From an optimization exercise on the open Yosys and OpenROAD flow, aimed at small area; shortcuts taken in it are not production practice.
In this exercise RTL edits were held to simulation tests only and were not proved equivalent to the original.
Power and IR drop assume default switching activity.

==> flow/design.v <==
module rfm70_init_rom (
    input  wire [4:0] entry,
    input  wire [3:0] idx,
    output reg  [7:0] entry_la,
    output reg  [5:0] entry_width,
    output wire [7:0] rom_byte
);
    always @(*) begin
        if (entry < 5'd14) begin
            entry_la    = 8'h80 + {3'd0, entry};
            entry_width = 6'd4;
        end else if (entry == 5'd14) begin
            entry_la    = 8'h8E;
            entry_width = 6'd11;
        end else begin
            entry_la    = 8'h84;
            entry_width = 6'd4;
        end
    end
    wire [4:0] e = entry;
    wire [3:0] i = idx;
    wire f0_0 = (e[3] & e[2] & e[1]) | (e[4]) | (~e[3] & e[2] & ~e[1] & ~e[0]) | (~e[3] & ~e[2] & e[1] & e[0]);
    wire f0_1 = (e[3] & e[2] & e[1] & e[0]);
    wire f0_2 = (e[3] & e[2] & e[1] & e[0]) | (~e[3] & e[2] & ~e[1] & e[0]);
    wire f0_3 = (e[4]) | (e[3] & e[2] & e[1] & e[0]) | (~e[3] & e[2] & ~e[1] & ~e[0]) | (~e[3] & ~e[2] & e[1] & e[0]);
    wire f0_4 = (~e[3] & ~e[2] & e[1]) | (e[4]) | (e[3] & e[2] & e[1] & e[0]) | (~e[3] & e[2] & ~e[1] & ~e[0]);
    wire f0_5 = (~e[3] & e[2] & ~e[1] & e[0]);
    wire f0_6 = (~e[3] & ~e[1] & ~e[0]) | (e[3] & e[2] & e[1]) | (~e[3] & ~e[2] & ~e[0]) | (~e[3] & ~e[2] & ~e[1]);
    wire f0_7 = (~e[3] & ~e[2] & e[0]) | (e[4]) | (~e[3] & ~e[2] & e[1]) | (e[3] & e[2] & e[1] & e[0]) | (~e[3] & e[2] & ~e[1] & ~e[0]);
    wire f1_0 = (~e[4] & ~e[3] & ~e[2] & ~e[1]) | (e[3] & e[2] & ~e[1] & ~e[0]);
    wire f1_1 = (~e[3] & ~e[1]) | (e[2] & ~e[1] & ~e[0]) | (e[3] & e[2] & e[1] & e[0]);
    wire f1_2 = (~e[3] & e[2] & ~e[1]) | (e[4]) | (e[3] & e[2] & e[1] & e[0]) | (~e[3] & ~e[2] & e[1] & ~e[0]);
    wire f1_3 = (~e[3] & ~e[1] & ~e[0]) | (~e[3] & ~e[2] & ~e[0]) | (~e[3] & ~e[2] & ~e[1]) | (e[3] & e[2] & e[1] & e[0]);
    wire f1_4 = (e[2] & ~e[1] & ~e[0]) | (e[4]) | (e[3] & e[2] & e[1] & e[0]) | (~e[3] & ~e[2] & e[1] & ~e[0]);
    wire f1_5 = (e[3] & e[2] & ~e[0]) | (~e[3] & ~e[2] & e[1] & ~e[0]);
    wire f1_6 = (~e[4] & ~e[3] & ~e[2] & ~e[1]) | (e[3] & e[2] & ~e[1] & ~e[0]) | (~e[3] & ~e[2] & e[1] & ~e[0]);
    wire f1_7 = (e[3] & e[2] & e[0]) | (e[4]) | (~e[3] & e[2] & ~e[1] & ~e[0]) | (~e[3] & ~e[2] & e[1] & ~e[0]);
    wire f2_0 = (~e[3] & e[2] & ~e[1] & e[0]) | (~e[3] & ~e[2] & e[1] & e[0]) | (~e[4] & ~e[3] & ~e[2] & ~e[1] & ~e[0]);
    wire f2_1 = (~e[3] & e[2] & ~e[1]) | (e[4]) | (e[2] & ~e[1] & ~e[0]) | (e[3] & e[2] & e[1] & e[0]);
    wire f2_2 = (e[3] & e[2] & e[0]) | (~e[3] & e[2] & ~e[1]) | (e[4]) | (~e[3] & ~e[2] & e[1] & ~e[0]);
    wire f2_3 = (~e[3] & ~e[2] & e[1]) | (~e[3] & e[2] & ~e[1] & e[0]) | (e[3] & e[2] & e[1] & ~e[0]);
    wire f2_4 = (e[3] & e[2] & ~e[1]) | (e[2] & ~e[1] & e[0]) | (~e[3] & ~e[2] & e[1] & e[0]);
    wire f2_5 = (e[2] & ~e[1] & e[0]) | (~e[3] & ~e[2] & e[1] & e[0]);
    wire f2_6 = (~e[3] & e[2] & ~e[1] & e[0]);
    wire f2_7 = (e[3] & e[2] & e[0]) | (e[4]) | (~e[3] & e[2] & ~e[1] & ~e[0]) | (~e[3] & ~e[2] & e[1] & ~e[0]);
    wire f3_0 = (e[4]) | (e[3] & e[2] & e[1] & e[0]) | (~e[3] & e[2] & ~e[1] & ~e[0]) | (~e[3] & ~e[2] & e[1] & e[0]);
    wire f3_1 = (~e[3] & ~e[1] & ~e[0]) | (e[2] & ~e[1] & e[0]) | (e[3] & e[2] & e[0]) | (~e[3] & ~e[2] & ~e[0]);
    wire f3_2 = (e[2] & ~e[1] & e[0]) | (e[3] & e[2] & e[1] & ~e[0]);
    wire f3_3 = (e[4]) | (e[3] & e[2] & e[1] & e[0]) | (~e[3] & e[2] & ~e[1] & ~e[0]);
    wire f3_4 = (e[3] & e[2] & ~e[1] & e[0]);
    wire f3_5 = (e[2] & ~e[1] & e[0]) | (~e[4] & ~e[3] & ~e[2] & ~e[1] & ~e[0]);
    wire f3_6 = (~e[3] & ~e[2] & e[1] & e[0]) | (~e[4] & ~e[3] & ~e[2] & ~e[1] & ~e[0]);
    wire f3_7 = (~e[3] & e[2] & ~e[1] & e[0]) | (~e[4] & ~e[3] & ~e[2] & ~e[1] & ~e[0]);
    wire k_0 = (i[1]) | (i[2] & ~i[0]) | (~i[2] & i[0]);
    wire k_1 = (i[3]) | (i[1]);
    wire k_2 = (i[3]) | (i[1]);
    wire k_3 = (i[3]) | (i[1] & ~i[0]);
    wire k_4 = (~i[2]) | (i[1] & i[0]);
    wire k_5 = (i[3]) | (i[0]);
    wire k_6 = (i[3]) | (i[1]);
    wire k_7 = (~i[0]) | (i[3]) | (i[1]);
    assign rom_byte[0] = (i[3] | i[2]) ? k_0 : (i[1] ? (i[0] ? f3_0 : f2_0) : (i[0] ? f1_0 : f0_0));
    assign rom_byte[1] = (i[3] | i[2]) ? k_1 : (i[1] ? (i[0] ? f3_1 : f2_1) : (i[0] ? f1_1 : f0_1));
    assign rom_byte[2] = (i[3] | i[2]) ? k_2 : (i[1] ? (i[0] ? f3_2 : f2_2) : (i[0] ? f1_2 : f0_2));
    assign rom_byte[3] = (i[3] | i[2]) ? k_3 : (i[1] ? (i[0] ? f3_3 : f2_3) : (i[0] ? f1_3 : f0_3));
    assign rom_byte[4] = (i[3] | i[2]) ? k_4 : (i[1] ? (i[0] ? f3_4 : f2_4) : (i[0] ? f1_4 : f0_4));
    assign rom_byte[5] = (i[3] | i[2]) ? k_5 : (i[1] ? (i[0] ? f3_5 : f2_5) : (i[0] ? f1_5 : f0_5));
    assign rom_byte[6] = (i[3] | i[2]) ? k_6 : (i[1] ? (i[0] ? f3_6 : f2_6) : (i[0] ? f1_6 : f0_6));
    assign rom_byte[7] = (i[3] | i[2]) ? k_7 : (i[1] ? (i[0] ? f3_7 : f2_7) : (i[0] ? f1_7 : f0_7));
endmodule
module rfm70_dispatch (
    input  wire        clk,
    input  wire        rst,
    input  wire [19:0] settle_cycles,
    input  wire        req_valid,
    output wire        req_ready,
    input  wire [3:0]  req_op,
    input  wire [7:0]  req_arg,
    input  wire [5:0]  req_len,
    output wire        rsp_valid,
    output wire [1:0]  rsp_err,
    output wire        rsp_has_status,
    output wire [7:0]  rsp_status,
    input  wire        buf_we,
    input  wire [4:0]  buf_addr,
    input  wire [7:0]  buf_wdata,
    output wire [7:0]  buf_rdata,
    output wire        spi_cs_n,
    output wire        spi_sck,
    output wire        spi_mosi,
    input  wire        spi_miso,
    input  wire        spi_fault,
    output reg         ce
);
    localparam OP_RREG   = 4'd0;
    localparam OP_WREG   = 4'd1;
    localparam OP_RRXPL  = 4'd2;
    localparam OP_WTXPL  = 4'd3;
    localparam OP_WTXNA  = 4'd4;
    localparam OP_WACK   = 4'd5;
    localparam OP_FLTX   = 4'd6;
    localparam OP_FLRX   = 4'd7;
    localparam OP_REUSE  = 4'd8;
    localparam OP_ACT    = 4'd9;
    localparam OP_RPLW   = 4'd10;
    localparam OP_NOP    = 4'd11;
    localparam OP_MODE   = 4'd12;
    localparam OP_SETPWR = 4'd13;
    localparam OP_INIT   = 4'd14;
    localparam E_OK        = 2'd0;
    localparam E_INVALID   = 2'd1;
    localparam E_TOO_LARGE = 2'd2;
    localparam E_TRANSPORT = 2'd3;
    localparam S_IDLE   = 3'd0;
    localparam S_RUN    = 3'd1;
    localparam S_XFER   = 3'd2;
    localparam S_HOLD   = 3'd3;
    localparam S_SETTLE = 3'd4;
    localparam S_RESP   = 3'd5;
    reg [2:0]  state;
    reg [19:0] cnt;
    reg [4:0]  pc;
    reg [3:0]  op_r;
    reg [7:0]  arg_r;
    reg [5:0]  len_r;
    reg        fault;     
    reg        bank_known;
    reg        bank;
    reg [7:0]  status;    
    reg [255:0] bufr;     
    wire idle = (state == S_IDLE);
    wire xfer = (state == S_XFER);
    assign req_ready = idle;
    assign rsp_valid = (state == S_RESP);
    assign rsp_err   = fault ? E_TRANSPORT : chk;
    assign rsp_status = status;
    assign rsp_has_status = !fault && (chk == E_OK) && !(op_r == OP_SETPWR && pc == 5'd0);
    assign spi_cs_n = !(xfer || state == S_HOLD);
    assign spi_sck  = xfer && cnt[1];
    wire [5:0]  pidx    = cnt[10:5];
    wire        is_cmd  = &cnt[10:5];
    wire [20:0] cnt_inc = {1'b0, cnt} + 21'd1;    
    wire        shift    = xfer && (cnt[1:0] == 2'd3);    
    wire [7:0] rom_la;
    wire [5:0] rom_width;
    wire [7:0] rom_byte;
    rfm70_init_rom u_rom (
        .entry       (pc),
        .idx         (pidx[3:0]),
        .entry_la    (rom_la),
        .entry_width (rom_width),
        .rom_byte    (rom_byte)
    );
    wire guarded = (op_r == OP_RREG) || (op_r == OP_WREG) || (op_r == OP_MODE) ||
                   (op_r == OP_SETPWR) || (op_r == OP_INIT);
    reg [7:0] la;
    reg       wr;
    reg [5:0] acc_len;
    always @(*) begin
        case (op_r)
            OP_MODE: begin
                la      = (pc < 5'd2) ? 8'h07 : 8'h00;
                wr      = (pc == 5'd1) || (pc == 5'd4);
                acc_len = 6'd1;
            end
            OP_SETPWR: begin
                la      = 8'h06;
                wr      = (pc == 5'd1);
                acc_len = 6'd1;
            end
            OP_INIT: begin
                la      = rom_la;
                wr      = 1'b1;
                acc_len = rom_width;
            end
            default: begin
                la      = arg_r;
                wr      = (op_r == OP_WREG);
                acc_len = len_r;
            end
        endcase
    end
    wire resolve = guarded && !bank_known;
    wire toggle  = guarded && bank_known && (bank != la[7]);
    wire mainx   = !resolve && !toggle;
    reg [7:0] cmd;
    reg [5:0] n_eff;
    always @(*) begin
        if (resolve) begin
            cmd = 8'h07; n_eff = 6'd1;
        end else if (toggle) begin
            cmd = 8'h50; n_eff = 6'd1;
        end else if (guarded) begin
            cmd = {2'b00, wr, la[4:0]}; n_eff = acc_len;
        end else begin
            n_eff = 6'd0;
            case (op_r)
                OP_RRXPL: begin cmd = 8'h61; n_eff = len_r; end
                OP_WTXPL: begin cmd = 8'hA0; n_eff = len_r; end
                OP_WTXNA: begin cmd = 8'hB0; n_eff = len_r; end
                OP_WACK:  begin cmd = {5'b10101, arg_r[2:0]}; n_eff = len_r; end
                OP_FLTX:  cmd = 8'hE1;
                OP_FLRX:  cmd = 8'hE2;
                OP_REUSE: cmd = 8'hE3;
                OP_ACT:   begin cmd = 8'h50; n_eff = 6'd1; end
                OP_RPLW:  begin cmd = 8'h60; n_eff = 6'd1; end
                default:  cmd = 8'hFF;
            endcase
        end
    end
    wire rx_buf = mainx && (op_r == OP_RREG || op_r == OP_RRXPL || op_r == OP_RPLW);
    wire [4:0] baddr = idle ? buf_addr : pidx[4:0];
    wire       bwe   = idle ? buf_we : (shift && !is_cmd && rx_buf);
    wire [7:0] bwd   = idle ? buf_wdata : {bdata[6:0], spi_miso};
    wire [7:0] bdata;
    wire [31:0] bwen;
    rfm70_bufport u_bufport (
        .mem   (bufr),
        .addr  (baddr),
        .we    (bwe),
        .rdata (bdata),
        .wen   (bwen)
    );
    assign buf_rdata = bdata;
    wire [7:0] t = {arg_r[7:2], len_r[1:0]};
    wire       t_shift = shift && !is_cmd && mainx && !wr &&
                         (op_r == OP_MODE || op_r == OP_SETPWR);
    reg [7:0] rmw;
    always @(*) begin
        if (op_r == OP_SETPWR)
            rmw = (t & 8'hF9) | {5'd0, arg_r[1:0], 1'b0};
        else if (pc == 5'd1)
            rmw = t;
        else case (arg_r[1:0])
            2'd0:    rmw = t & 8'hFD;
            2'd1:    rmw = t | 8'h02;
            2'd2:    rmw = t | 8'h03;
            default: rmw = t & 8'h02;
        endcase
    end
    reg [7:0] txbyte;
    always @(*) begin
        if (toggle)
            txbyte = 8'h53;
        else case (op_r)
            OP_ACT:              txbyte = arg_r;
            OP_MODE, OP_SETPWR:  txbyte = rmw;
            OP_INIT:             txbyte = rom_byte;
            default:             txbyte = bdata;
        endcase
    end
    wire [2:0] bitn = ~cnt[4:2];
    assign spi_mosi = is_cmd ? cmd[bitn] : txbyte[bitn];
    wire [4:0] rn = arg_r[4:0];
    wire       is01 = (op_r[3:1] == 3'b000);
    wire       is25 = !op_r[3] && (op_r[2] ^ op_r[1]);
    wire       n0   = (len_r == 6'd0);
    wire       la_bad = arg_r[6] | arg_r[5] |
                        (arg_r[7] ? (rn[4] | (&rn[3:0])) : (&rn[4:1]));
    wire       w11  = arg_r[7] && (rn == 5'h0E);
    wire       w4   = arg_r[7] && !w11;
    wire       w5   = !arg_r[7] && (rn == 5'h0A || rn == 5'h0B || rn == 5'h10);
    wire       gt1  = |len_r[5:1];
    wire       gt4  = |len_r[5:3] | (len_r[2] & (len_r[1] | len_r[0]));
    wire       gt5  = |len_r[5:3] | (len_r[2] & len_r[1]);
    wire       gt11 = |len_r[5:4] | (len_r[3] & len_r[2]);
    wire       tl01 = w11 ? gt11 : w4 ? gt4 : w5 ? gt5 : gt1;
    wire       pipe_bad = op_r[2] && op_r[0] && (|arg_r[7:3] | (arg_r[2] & arg_r[1]));
    wire       tl25 = len_r[5] && (|len_r[4:0]);
    wire       inv  = (op_r == 4'd15) | (is01 & (la_bad | n0)) | (is25 & (pipe_bad | n0));
    wire       big  = (is01 & tl01) | (is25 & tl25);
    wire [1:0] chk  = inv ? E_INVALID : big ? E_TOO_LARGE : E_OK;
    reg respond, ce_step;
    always @(*) begin
        ce_step = 1'b0;
        case (op_r)
            OP_MODE: begin
                respond = (pc == 5'd6);
                ce_step = (pc == 5'd2) || (pc == 5'd5);
            end
            OP_SETPWR: respond = (pc == 5'd0 && arg_r[7:2] != 6'd0) || (pc == 5'd2);
            OP_INIT:   respond = (pc == 5'd17);
            default:   respond = (pc == 5'd1);
        endcase
        if (chk != E_OK || fault)
            respond = 1'b1;
    end
    integer k;
    always @(posedge clk) begin
        for (k = 0; k < 32; k = k + 1)
            if (bwen[k])
                bufr[8*k +: 8] <= bwd;
        cnt <= cnt_inc[19:0];
        if (rst) begin
            state      <= S_IDLE;
            bank_known <= 1'b0;
            ce         <= 1'b0;
        end else begin
            case (state)
            S_IDLE: begin
                if (req_valid) begin
                    op_r  <= req_op;
                    arg_r <= req_arg;
                    len_r <= req_len;
                    fault <= 1'b0;
                    pc    <= (req_op == OP_MODE && req_arg[1:0] != 2'd2) ? 5'd2 : 5'd0;
                    state <= S_RUN;
                end
            end
            S_RUN: begin
                if (respond) begin
                    state <= S_RESP;
                end else if (ce_step) begin
                    ce <= (pc == 5'd5) && arg_r[1];
                    pc <= pc + 5'd1;
                end else begin
                    cnt[10:0] <= {6'h3F, 5'd0};
                    state <= S_XFER;
                end
            end
            S_XFER: begin
                if (shift && is_cmd)
                    status <= {status[6:0], spi_miso};
                if (t_shift)
                    {arg_r[7:2], len_r[1:0]} <= {arg_r[6:2], len_r[1:0], spi_miso};
                if (shift && !is_cmd && resolve && cnt[4:2] == 3'd0)
                    bank <= spi_miso;
                if (cnt[4:0] == 5'd31) begin
                    if (spi_fault) begin
                        fault <= 1'b1;
                        state <= S_HOLD;
                    end else if (cnt_inc[10:5] == n_eff) begin
                        state <= S_HOLD;
                        if (resolve) begin
                            bank_known <= 1'b1;
                        end else if (toggle) begin
                            bank <= la[7];
                        end else begin
                            pc <= pc + 5'd1;
                        end
                    end
                end
            end
            S_HOLD: begin
                if (cnt[0]) begin
                    cnt   <= ~settle_cycles;      
                    state <= S_SETTLE;
                end
            end
            S_SETTLE: begin
                if (cnt_inc[20])
                    state <= S_RUN;
            end
            default: begin
                cnt   <= cnt_inc[19:0];
                state <= S_IDLE;
            end
            endcase
        end
    end
endmodule
module rfm70_bufport (
    input  wire [255:0] mem,
    input  wire [4:0]   addr,
    input  wire         we,
    output wire [7:0]   rdata,
    output wire [31:0]  wen
);
    assign rdata = mem[8*addr +: 8];
    genvar g;
    generate
        for (g = 0; g < 32; g = g + 1) begin : g_wen
            assign wen[g] = we && (addr == g);
        end
    endgenerate
endmodule
==> flow/flow/run.sh <==
#!/bin/bash
# Own layout flow: the standard layout (standard.sh, ORFS) with
#  - the payload buffer's read mux and write decoder (module rfm70_bufport,
#    combinational) black-boxed during synthesis and replaced, before the
#    design is flattened, by the hand-mapped netlist flow/bufport_gates.v
#    (own_synth.tcl is synth_recipe.tcl with that step added);
#  - an area-oriented ABC script for the rest of the combinational logic:
#    the synthesis is run (NUM_CORES at a time) with each script in
#    flow/abc/ and the smallest netlist is kept (registers are mapped by the
#    same dfflibmap step before ABC runs, so they keep the standard
#    synthesis's names and cell types; some scripts use ABC's time-limited
#    &deepsyn, so the kept synthesis results are used as they are, not made
#    again);
#  - the smallest buffer on each port;
#  - a clock tree of a few large clock buffers, without dummy loads.
# Each tool run's output goes to a log file of its own in this folder.
set -euo pipefail
W=$(pwd)
JOBS=${NUM_CORES:-4}
syn() {  # syn NAME: synthesis with flow/abc/NAME.script in orfs_try_NAME
  local s=$1
  rm -rf "$W/scripts_try_$s" "$W/orfs_try_$s"
  cp -r "$FLOW_HOME/scripts" "$W/scripts_try_$s"
  cp "$W/flow/abc/$s.script" "$W/scripts_try_$s/abc_area.script"
  bash standard.sh SCRIPTS_DIR="$W/scripts_try_$s" WORK_HOME="$W/orfs_try_$s" \
    SYNTH_SCRIPT="$W/flow/own_synth.tcl" SYNTH_BLACKBOXES=rfm70_bufport \
    OWN_BUFPORT_V="$W/flow/bufport_gates.v" synth > "$W/synth_try_$s.log" 2>&1
}
names=()
for f in "$W"/flow/abc/*.script; do names+=("$(basename "$f" .script)"); done
running=0
for s in "${names[@]}"; do
  syn "$s" &
  running=$((running + 1))
  if (( running >= JOBS )); then wait -n || true; running=$((running - 1)); fi
done
wait || true

best=""; best_area=""
for s in "${names[@]}"; do
  a=$(grep -o "Chip area for module '.rfm70_dispatch': [0-9.]*" \
        "$W"/orfs_try_$s/reports/*/rfm70_dispatch/base/synth_stat.txt 2>/dev/null | awk '{print $NF}' || true)
  if [[ -z "$a" || ! -f "$W/orfs_try_$s/results/sky130hd/rfm70_dispatch/base/1_synth.odb" ]]; then
    echo "abc script $s: failed" >> "$W/synth_tries.log"; continue
  fi
  echo "abc script $s: area $a (without rfm70_bufport)" >> "$W/synth_tries.log"
  if [[ -z "$best_area" ]] || awk -v a="$a" -v b="$best_area" 'BEGIN{exit !(a<b)}'; then
    best=$s; best_area=$a
  fi
done
echo "chosen: $best ($best_area)" >> "$W/synth_tries.log"
rm -rf "$W/orfs" "$W/scripts_own"
mv "$W/orfs_try_$best" "$W/orfs"
mv "$W/scripts_try_$best" "$W/scripts_own"
rm -rf "$W"/orfs_try_* "$W"/scripts_try_*

CTS="-sink_clustering_enable -repair_clock_nets -dont_use_dummy_load"
CTS="$CTS -buf_list sky130_fd_sc_hd__clkbuf_16 -sink_clustering_size 28 -sink_clustering_max_diameter 90"
bash standard.sh SCRIPTS_DIR="$W/scripts_own" \
  SYNTH_SCRIPT="$W/flow/own_synth.tcl" SYNTH_BLACKBOXES=rfm70_bufport \
  OWN_BUFPORT_V="$W/flow/bufport_gates.v" \
  BUFFER_PORTS_ARGS="-buffer_cell sky130_fd_sc_hd__buf_1" \
  CTS_ARGS="$CTS" \
  finish > "$W/flow_make.log" 2>&1
==> flow/flow/abc/d3.script <==
strash
dch -f
map -a
strash
dch -f
map -a
strash
dch -f
map -a
strash
dch -f
map -a
strash
dch -f
map -a
strash
dch -f
map -a
strash
dch -f
amap
topo
==> flow/flow/abc/e1.script <==
strash
dch -f
map -a
strash
dch -f
map -a
strash
dch -f
map -a
strash
dch -f
map -a
strash
dch -f
map -a
strash
dch -f
map -a
strash
dch -f
map -a
strash
dch -f
map -a
strash
dch -f
amap
topo
==> flow/flow/abc/e4.script <==
strash
dch -f
amap
strash
dch -f
map -a
strash
dch -f
amap
strash
dch -f
map -a
strash
dch -f
amap
strash
dch -f
map -a
strash
dch -f
amap
topo
==> flow/flow/abc/f2.script <==
strash
dch -f
map -a
strash
&get -n
&deepsyn -T 60
&put
dch -f
map -a
strash
dch -f
amap
topo
==> flow/flow/abc/f2s1.script <==
strash
dch -f
map -a
strash
&get -n
&deepsyn -T 60 -S 1
&put
dch -f
map -a
strash
dch -f
amap
topo
==> flow/flow/abc/f2s2.script <==
strash
dch -f
map -a
strash
&get -n
&deepsyn -T 60 -S 2
&put
dch -f
map -a
strash
dch -f
amap
topo
==> flow/flow/abc/f2s3.script <==
strash
dch -f
map -a
strash
&get -n
&deepsyn -T 90 -S 3
&put
dch -f
map -a
strash
dch -f
amap
topo
==> flow/flow/abc/f2s4.script <==
strash
dch -f
map -a
strash
&get -n
&deepsyn -T 90 -S 4
&put
dch -f
map -a
strash
dch -f
amap
topo
==> flow/flow/abc/f2s5.script <==
strash
dch -f
map -a
strash
&get -n
&deepsyn -T 90 -S 5
&put
dch -f
map -a
strash
dch -f
amap
topo
==> flow/flow/own_synth.tcl <==
# synth_recipe.tcl, with the black-boxed rfm70_bufport replaced by its
# gate-level netlist before the design is flattened.
proc synth {args} { yosys synth -nofsm -noshare {*}$args }
source $::env(SCRIPTS_DIR)/synth.tcl
yosys delete rfm70_bufport
yosys read_verilog $::env(OWN_BUFPORT_V)
# left out here: clear keep_hierarchy, flatten, clean up, hide names made inside functions, write 1_2_yosys.v
==> flow/standard.sh <==
#!/bin/bash
# synth_recipe.tcl (not shown) runs the flow's synth.tcl, then flattens the netlist and writes it again
# the make line also repeats each setting of config.mk as NAME=value (left out here)
make -C /OpenROAD-flow-scripts/flow DESIGN_CONFIG=/design/flow/config.mk WORK_HOME=/design/flow/orfs CLKGATE_MAP_FILE= SYNTH_SCRIPT=/design/flow/synth_recipe.tcl "${@:-finish}"
==> flow/config.mk <==
export PLATFORM = sky130hd
export DESIGN_NAME = rfm70_dispatch
export DESIGN_NICKNAME = rfm70_dispatch
export VERILOG_FILES = /design/flow/design.v
export SDC_FILE = /design/flow/constraint.sdc
export NUM_CORES = 4
export LEC_CHECK = 0
export ABC_AREA = 1
export CAP_MARGIN = 20
export CORE_MARGIN = 2
export CORE_UTILIZATION = 60
export PLACE_DENSITY = 0.75
export SLEW_MARGIN = 20
==> flow/constraint.sdc <==
create_clock -name core_clock -period 10.0 [get_ports {clk}]
set_input_delay 2.0000 -clock core_clock [delete_from_list [all_inputs] [get_ports {clk}]]
set_output_delay 2.0000 -clock core_clock [all_outputs]
set_load 0.01 [all_outputs]
Not shown: flow/flow/bufport_gates.v
==> results_dict.tcl, run 1 <==
set metrics [dict create \
    utilization 0.660 \
    clock-sinks 314 \
    maxCapViolCount 0 \
    io-pin-count 82 \
    top_usage_layer "met2" \
    syn-cell-area_sq_um 13200 \
    final-clk-cell-share 0.0261 \
    path_depth 19 \
    start_kind "flip-flop" \
    top_register "bufr" \
    run_status "finished clean" \
    rsz0062_at_grt "false" \
    place_area_sq_um 14000 \
    r2r_end "pc[2]" \
    tightest_slew_ps 880 \
    drtPass1Iterations 9 \
    arrival_ps 5880 \
    r2r_cells 13 \
    drc_errors 0 \
    hold_viol 0 \
    pg_comb_mw 1.65 \
    endpoint "spi_mosi" \
    path_cells "nor2_1 > clkinv_1 > nor2_1 > buf_4 > clkinv_1 > a21oi_1 > or2_0 > nor2_1 > a222oi_1 > nand4_1 > or3_1 > a2111oi_0 > nor2_1 > o21ai_0 > a21oi_1 > a21oi_1 > nor2_1 > nand2b_1 > buf_1" \
    multi_input_area_share 0.265 \
    cts_setup_buffers 0 \
    whs_ps 461 \
]
==> run 2, diff against run 1 <==
==> flow/flow/abc/L12.script (new file) <==
strash
dch -f
map -a
strash
&get -n
&deepsyn -T 120 -S 12
&put
dch -f
map -a
strash
dch -f
amap
topo
==> flow/flow/abc/L3.script (new file) <==
strash
dch -f
map -a
strash
&get -n
&deepsyn -T 120 -S 3
&put
dch -f
map -a
strash
dch -f
amap
topo
==> flow/flow/abc/L4.script (new file) <==
strash
dch -f
map -a
strash
&get -n
&deepsyn -T 120 -S 4
&put
dch -f
map -a
strash
dch -f
amap
topo
==> flow/flow/abc/L6.script (new file) <==
strash
dch -f
map -a
strash
&get -n
&deepsyn -T 120 -S 6
&put
dch -f
map -a
strash
dch -f
amap
topo
==> flow/flow/abc/L8.script (new file) <==
strash
dch -f
map -a
strash
&get -n
&deepsyn -T 120 -S 8
&put
dch -f
map -a
strash
dch -f
amap
topo
removed: flow/flow/abc/d3.script
removed: flow/flow/abc/e1.script
removed: flow/flow/abc/f2s1.script
removed: flow/flow/abc/f2s2.script
removed: flow/flow/abc/f2s4.script
removed: flow/flow/abc/f2s5.script
==> run 2 against run 1 <==
  * Synthesized cell count is 0.39% higher
  * Final cell count is 0.21% higher
  * Core utilization is 0.069 points higher
  * Clock skew is 35 ps higher
  * Sequential power hardly changed
  * Worst setup slack better by 210 ps
  * Non-clock buffer count is 2 lower
  * Global-route usage is 0.31 points lower
  * First-iteration DRC count is 8.9% higher
  * Worst hold slack worse by 18 ps
  * Critical endpoint unchanged
  * Largest cell class unchanged
==> results_dict.tcl, run 2 <==
set metrics [dict create \
    run_status "finished clean" \
    groute.usage.overall 0.295 \
    insertion_delay_ps 530 \
    fmax_ghz 0.130 \
    crit_type "in -> out" \
    fin_area_sq_um 14400 \
    cts_buffers 16 \
    syn-num-nets 1092 \
    slowest_delay_ps 660 \
    arrival_ps 5670 \
    power_mw 4.28 \
    root_buffer "clkbuf_16" \
    tns_ps 0 \
    vias 9719 \
    ant_nets 0 \
    place_area_sq_um 14000 \
    slew_headroom 0.378 \
    rows 54 \
    switchingPower_mw 1.68 \
    htreeDepth 1 \
    fin_worst_skew_ps 78.7 \
    largest_register_ffs 256 \
    drc_errors 0 \
    end_kind "output port" \
    powerDensity_nw_per_um2 298 \
    viasPerCell 6.90 \
    worstHoldPathType "reg -> reg" \
    pwr-share-clk 0.154 \
    holdPathStages 0 \
    grt-ovfl-total 0 \
    dieArea_sq_um 23200 \
    grt_max_degree 33 \
    p_sw_frac 0.392 \
    io-pin-count 82 \
    cpMaxStageDelayCell "or2_0" \
    path_depth 16 \
    synthCells 1023 \
    core_sq_um 21800 \
    grt_pass1_vias 9244 \
    power.share.sequential 0.466 \
    areaGrowthSynthToFinish_pct 8.71 \
    cts_buffer_depth 3 \
    p_comb_frac 0.380 \
    rsz0062_at_grt "false" \
    final_nets 1199 \
    antenna_found_initial 0 \
    mostFrequentLayoutCell "edfxtp_1" \
    maxCapViolCount 0 \
    post-route-min-period_ps 7670 \
    path_cells "buf_1 > nand2_1 > o21ai_0 > or2_0 > nor2_1 > a222oi_1 > nand4_1 > or3_1 > clkinv_1 > a21oi_1 > o41ai_1 > a311oi_1 > a31oi_1 > nor2_1 > nand2b_1 > buf_1" \
    n_fill_cell 1615 \
    path_clk_slew_ps 90 \
    avgRoutedWirePerCell_um 24.8 \
    antenna_cells 0 \
    hold_viol 0 \
    start_kind "input port" \
    cp_data_required_time_ps 8000 \
    cts_tree "built" \
    ir_drop_mv 0.309 \
    cts_setup_buffers 0 \
    drive_above_1_share 0.0293 \
    totalWireLength_um 34900 \
    intPower_mw 2.60 \
    drt_iter0_markers 1461 \
    path_buf_inv 3 \
    path_max_fanout 9 \
    grt_pass1_wl_um 52900 \
    finalSetupViolations 0 \
    top_register "bufr" \
    setup_slack_ps 2330 \
    initial_core_util 0.608 \
    gp_congestion 0.960 \
    cpLargestDelayFamily "simple AND/OR/NAND/NOR gates" \
    reg_top3 "bufr: 256 flops, cnt: 20 flops" \
    syn-cell-area_sq_um 13200 \
    p_leak_nw 4.45 \
    tightest_slew_ps 910 \
    clock-sinks 314 \
    holdBufCountCts 0 \
    io_buffer_count 81 \
    die_w_um 152 \
    synth.avg_cell_area_sq_um 12.9 \
    fin_crit_sh 0.767 \
    whs_ps 444 \
    cts_resized 0 \
    dp_slack_ps 2500 \
    hpwl_um 25000 \
    fp.dieH_um 152 \
    yosysWarnings 3 \
    slew_viol_final 0 \
    final_cell_mix "edfxtp_1, nor2_1, buf_1, a222oi_1, clkinv_1" \
    drtPass1Iterations 10 \
    r2r_cells 14 \
]
run 2: routing by layer:
metal  part of all wire  GRT usage  vias up
li1                   -          -     4320
met1               0.38      0.402     4719
met2               0.48      0.478      593
met3              0.097     0.0449       87
met4              0.045      0.128        0
met5                  0          0        -
run 2: through the flow:
stage | utilization | instances
3_3_place_gp | 0.642 | 1392
3_5_place_dp | 0.642 | 1392
6_report | 0.661 | 1408
2_1_floorplan | - | 1023
5_1_grt | 0.661 | 1408
4_1_cts | 0.660 | 1408
run 2: final cells by class:
type | count | area, sq um | share of cell area
clock buffer | 16 | 400 | 0.0279
inverter | 78 | 293 | 0.0204
multi-input combinational | 631 | 3780 | 0.263
sequential | 314 | 9180 | 0.639
tap | 280 | 350 | 0.0244
timing repair buffer | 89 | 364 | 0.0253
run 2: final timing paths:
kind | startpoint | endpoint | slack (ps)
setup / recovery | buf_addr[1] | spi_mosi | 2330
hold / removal | status[0] | status[1] | 440
setup reg to reg | op_r[3] | pc[3] | 4890
hold reg to reg | status[0] | status[1] | 440
run 2: worst register-to-register path, stage by stage (launching register included):
cell and delay (ps):
edfxtp_1 510, nand2_1 250, nor2_1 180, a21oi_1 190, nor2b_1 460, nor2_1 210, nor2_1 320, nand2_1 160
o21ai_0 550, nor2_1 80, a2111oi_0 430, nand3_1 130, nor3_1 460, nand3_1 190, o211ai_1 620
run 2: power groups by stage:
stage | registers (mW) | clock network, mW | logic, mW
after global routing | 2.01 | 0.706 | 1.75
after detailed placement | 2.03 | 0 | 1.59
after floorplan | 2.01 | 0 | 0.908
final | 2.00 | 0.660 | 1.63
after CTS | 2.00 | 0.669 | 1.59
after global placement | 2.03 | 0 | 1.55

afterwards: timing with drivers on the ports:
No port has a modelled driver above. Below, the same layouts with a new extraction and two added sets of constraints. Step 1: set_driving_cell puts a clkbuf_16 on clk and a buf_2 on each other input, an assumption about the parent block. Step 2 also shifts input and output timing later by t, the mid clock arrival at the registers, as if the neighbouring blocks saw the same clock. Three values: no drivers, after step 1, after step 2; two values: the first two.
run | t, ns | slack for setup (ns) | worst setup path at the end | slew at the worst register clock pin (ns)
run 1 | 0.533 | 2.124 / 2.076 / 2.115 | input to output | 0.11 / 0.11
run 2 | 0.538 | 2.333 / 2.307 / 2.307 | input to output | 0.11 / 0.11
After both steps setup and hold are still met in every run listed. For run 2, which loses most, drivers alone change the setup slack by -0.026 ns; drivers and shift together by -0.026 ns.
